Context: an optimization exercise on an open-source flow, tuned for small area, a short achievable clock period and few clock cycles per item. The choices shown serve that exercise and are no tape-out recipe.
Only simulation tests tie the RTL to the original design; equivalence was not proved.
Power and IR drop assume default switching activity.

## job 3028
==> flow/design.v (excerpt) <==
module saes_core (
    input  wire        clk,
    input  wire        rst,
    input  wire        cmd_valid,
    output wire        cmd_ready,
    input  wire [23:0] cmd,
    output wire        rsp_valid,
    input  wire        rsp_ready,
    output wire        rsp_err,
    output wire [15:0] rsp_data
);
    localparam [7:0] OP_RDST  = 8'h01, OP_RST   = 8'h02, OP_GFM   = 8'h10,
                     OP_SBX   = 8'h20, OP_ISBX  = 8'h21, OP_SBB   = 8'h22,
                     OP_ISBB  = 8'h23, OP_LDS   = 8'h30, OP_RDS   = 8'h31,
                     OP_RDN   = 8'h32, OP_WRN   = 8'h33, OP_RDM   = 8'h34,
                     OP_WRM   = 8'h35, OP_RTN   = 8'h36, OP_LDK   = 8'h40,
                     OP_RDK   = 8'h41, OP_KEXP  = 8'h42, OP_RDW   = 8'h43,
                     OP_RDRK  = 8'h44, OP_ARK   = 8'h50, OP_ARKI  = 8'h51,
                     OP_SUBN  = 8'h52, OP_ISUBN = 8'h53, OP_MIXC  = 8'h54,
                     OP_IMIXC = 8'h55, OP_SHRW  = 8'h56, OP_ENC   = 8'h58,
                     OP_DEC   = 8'h59, OP_TRC   = 8'h60, OP_RDTI  = 8'h61,
                     OP_RDTS  = 8'h62, OP_RDTK  = 8'h63, OP_RDTW  = 8'h64;
    localparam [2:0] E_ILLEGAL = 3'd1, E_INDEX = 3'd2, E_NOKEY = 3'd3, E_NOTRACE = 3'd4;
    localparam [15:0] SB0 = 16'hC8B9, SB1 = 16'hEB0C, SB2 = 16'hF192, SB3 = 16'h705D;
    localparam [15:0] IB0 = 16'h48BE, IB1 = 16'h8DA9, IB2 = 16'hF1A2, IB3 = 16'hD0CD;
    function [3:0] sbox;
        input [3:0] n;
        sbox = {SB3[n], SB2[n], SB1[n], SB0[n]};
    endfunction
    function [3:0] isbox;
        input [3:0] n;
        isbox = {IB3[n], IB2[n], IB1[n], IB0[n]};
    endfunction
    function [3:0] xt;
        input [3:0] a;
        xt = {a[2:0], 1'b0} ^ (a[3] ? 4'h3 : 4'h0);
    endfunction
    function [3:0] gfmul;
        input [3:0] a;
        input [3:0] b;
        reg   [3:0] a1, a2, a3;
        begin
            a1 = xt(a);
            a2 = xt(a1);
            a3 = xt(a2);
            gfmul = (b[0] ? a : 4'h0) ^ (b[1] ? a1 : 4'h0) ^
                    (b[2] ? a2 : 4'h0) ^ (b[3] ? a3 : 4'h0);
        end
    endfunction
    function [3:0] mul2;
        input [3:0] a;
        mul2 = xt(a);
    endfunction
    function [3:0] mul4;
        input [3:0] a;
        mul4 = xt(xt(a));
    endfunction
    function [3:0] mul9;
        input [3:0] a;
  ...
For scale: roughly 120 flip-flops, ~47 I/O pins.
clock: 10.0 ns
lec_check: 0
abc_area: 1
cap_margin: 20
core_margin: 2
core_utilization: 40
setup_slack_margin: 2.7
slew_margin: 20
standard.sh (not shown) runs the stock make flow with config.mk's settings and CLKGATE_MAP_FILE= SYNTH_SCRIPT=/design/flow/synth_recipe.tcl, a recipe that flattens the netlist after the stock synthesis.
==> flow/flow/run.sh <==
#!/bin/bash
# Layout flow: the standard layout (standard.sh), with these changes:
#  - synthesis: Yosys's adder extraction is skipped (ADDER_MAP_FILE empty), so the
#    XOR-heavy cipher logic is mapped by ABC instead of being frozen into half-adder
#    cells, and ABC maps with flow/abc.script (deep AIG resynthesis until 20 rounds bring no gain, then area mapping)
#    in place of ORFS's abc_area.script;
#  - placement: every input and output port still gets its own buffer, but a buf_4
#    rather than the default choice (a slow delay cell).
# Everything else, including register names and cell types, is the standard flow's.
set -euo pipefail
export FLOW_WORK="$PWD"
export FLOW_ABC_SCRIPT="$PWD/flow/abc.script"
bash standard.sh ADDER_MAP_FILE= SYNTH_SCRIPT="$PWD/flow/synth.tcl" \
  BUFFER_PORTS_ARGS="-buffer_cell sky130_fd_sc_hd__buf_4" finish > standard_flow.log 2>&1
==> flow/flow/abc.script <==
strash
&get -n
&deepsyn -J 20 -T 600
&put
dch -f
map -a
topo
stime -c
buffer -c
upsize -c
dnsize -c
==> flow/flow/synth.tcl <==
# The standard flow's synthesis script (synth_recipe.tcl), with ABC's -script replaced by this flow's.
proc abc {args} {
  set i [lsearch -exact $args -script]
  if { $i >= 0 } { lset args [expr { $i + 1 }] $::env(FLOW_ABC_SCRIPT) }
  yosys abc {*}$args
}
source $::env(FLOW_WORK)/synth_recipe.tcl
Testbench counts of job 3028, summed over its fixed seeds: cycles 80,887, cmds 75,981.
Inputs modified between job 3028 and job 1349:
Settings: changing SETUP_SLACK_MARGIN from 2.7 to 3.
Findings:
Compared with job 3028, in job 1349 power shows an increase of 18 µW; final area went up by about 3.3%; critical path depth went up by 2; critical path data arrival time down 350 ps; post-CTS repair timing setup buffer count went up by 4. Job 1349 finished every step from synthesis to the final layout, and the layout passed the timing, DRC and antenna checks. Diff job 3028..job 1349 | proportion of cell area spent on the clock network | negligible. Final wirelength (job 1349 vs. job 3028) increases slightly. Compared with job 3028, in job 1349 least setup slack across all paths after layout now larger, ratio of cells with drive above 1 in the final layout now larger, via count now larger.
Input-level comparison between job 2867 and job 1349:
Settings: CORE_UTILIZATION changed from 40 to 50; SLEW_MARGIN changed from 20 to 10; CAP_MARGIN changed from 20 to 10.
==> run notes <==
Job 2867: PASS, flow complete, no timing, DRC or antenna violations
Measured against each other, job 1349 and job 2867 differ in worst setup slack, the lower figure coming from job 2867.
The estimated power of job 2867 ends up lower than the estimate for job 1349.
Of job 1349 and job 2867, the higher sequential share of layout area belongs to job 2867.
Wire: job 2867 routes less than job 1349
Across both runs, final clock period utilization by the worst path was higher for job 2867 than for job 1349.
Job 2867: global placer's final weighted congestion is about 12% higher than what job 1349 reported.
Sort job 1349 and job 2867 by net switching fraction of the power desc -> top: job 2867
Power share of the clock group for job 2867: 0.5 points down relative to job 1349
Number of search-and-repair iterations in the first detailed-routing pass on job 2867 is up relative to job 1349.
Diff job 1349 and job 2867: combinational power higher in job 1349
Taking job 1349 as the reference point, the final cell count of job 2867 falls by 92.
### job 2867 -> job 771
Settings: a change of CORE_UTILIZATION from 50 to 55; a change of CAP_MARGIN from 10 to 20; a change of SLEW_MARGIN from 10 to 20.
--- outcome ---
Going from job 2867 to job 771, total placed cells including tap cells shrank by a few percent. The run with more setup slack is job 771; job 2867 has less. Compared with job 2867, job 771 shows a higher number of buffers and inverters on the critical path.

## re-timing with driven ports
In the flow no input, the clock included, has a driving cell. The finished layouts below were timed again as built, in two steps. Step 1 sets driving cells, clkbuf_16 on the clock port and buf_2 on the other inputs (assumed; they add their load-dependent delay and slew). Step 2 adds t to the input delays and takes it off the output delays; t is the mean of the earliest and latest rising clock arrival at the registers after step 1. Input paths then give back, and output paths get back, about the clock's delay inside the block. Three values: no drivers, after step 1, after step 2; two values: the first two.
run	shift t [ns]	setup slack, ns	hold slack, ns
job 3028	0.513	2.616 / 2.592 / 2.592	0.435 / 0.435 / 0.435
job 1349	0.511	2.973 / 2.923 / 2.824	0.434 / 0.434 / 0.434
job 2867	0.502	2.938 / 2.905 / 2.905	0.414 / 0.414 / 0.414
job 771	0.501	2.941 / 2.905 / 2.905	0.450 / 0.450 / 0.450
After both steps setup and hold are still met in every run listed. The setup slack of job 1349, which loses most, moves by -0.050 ns with the drivers and by -0.149 ns with both steps.
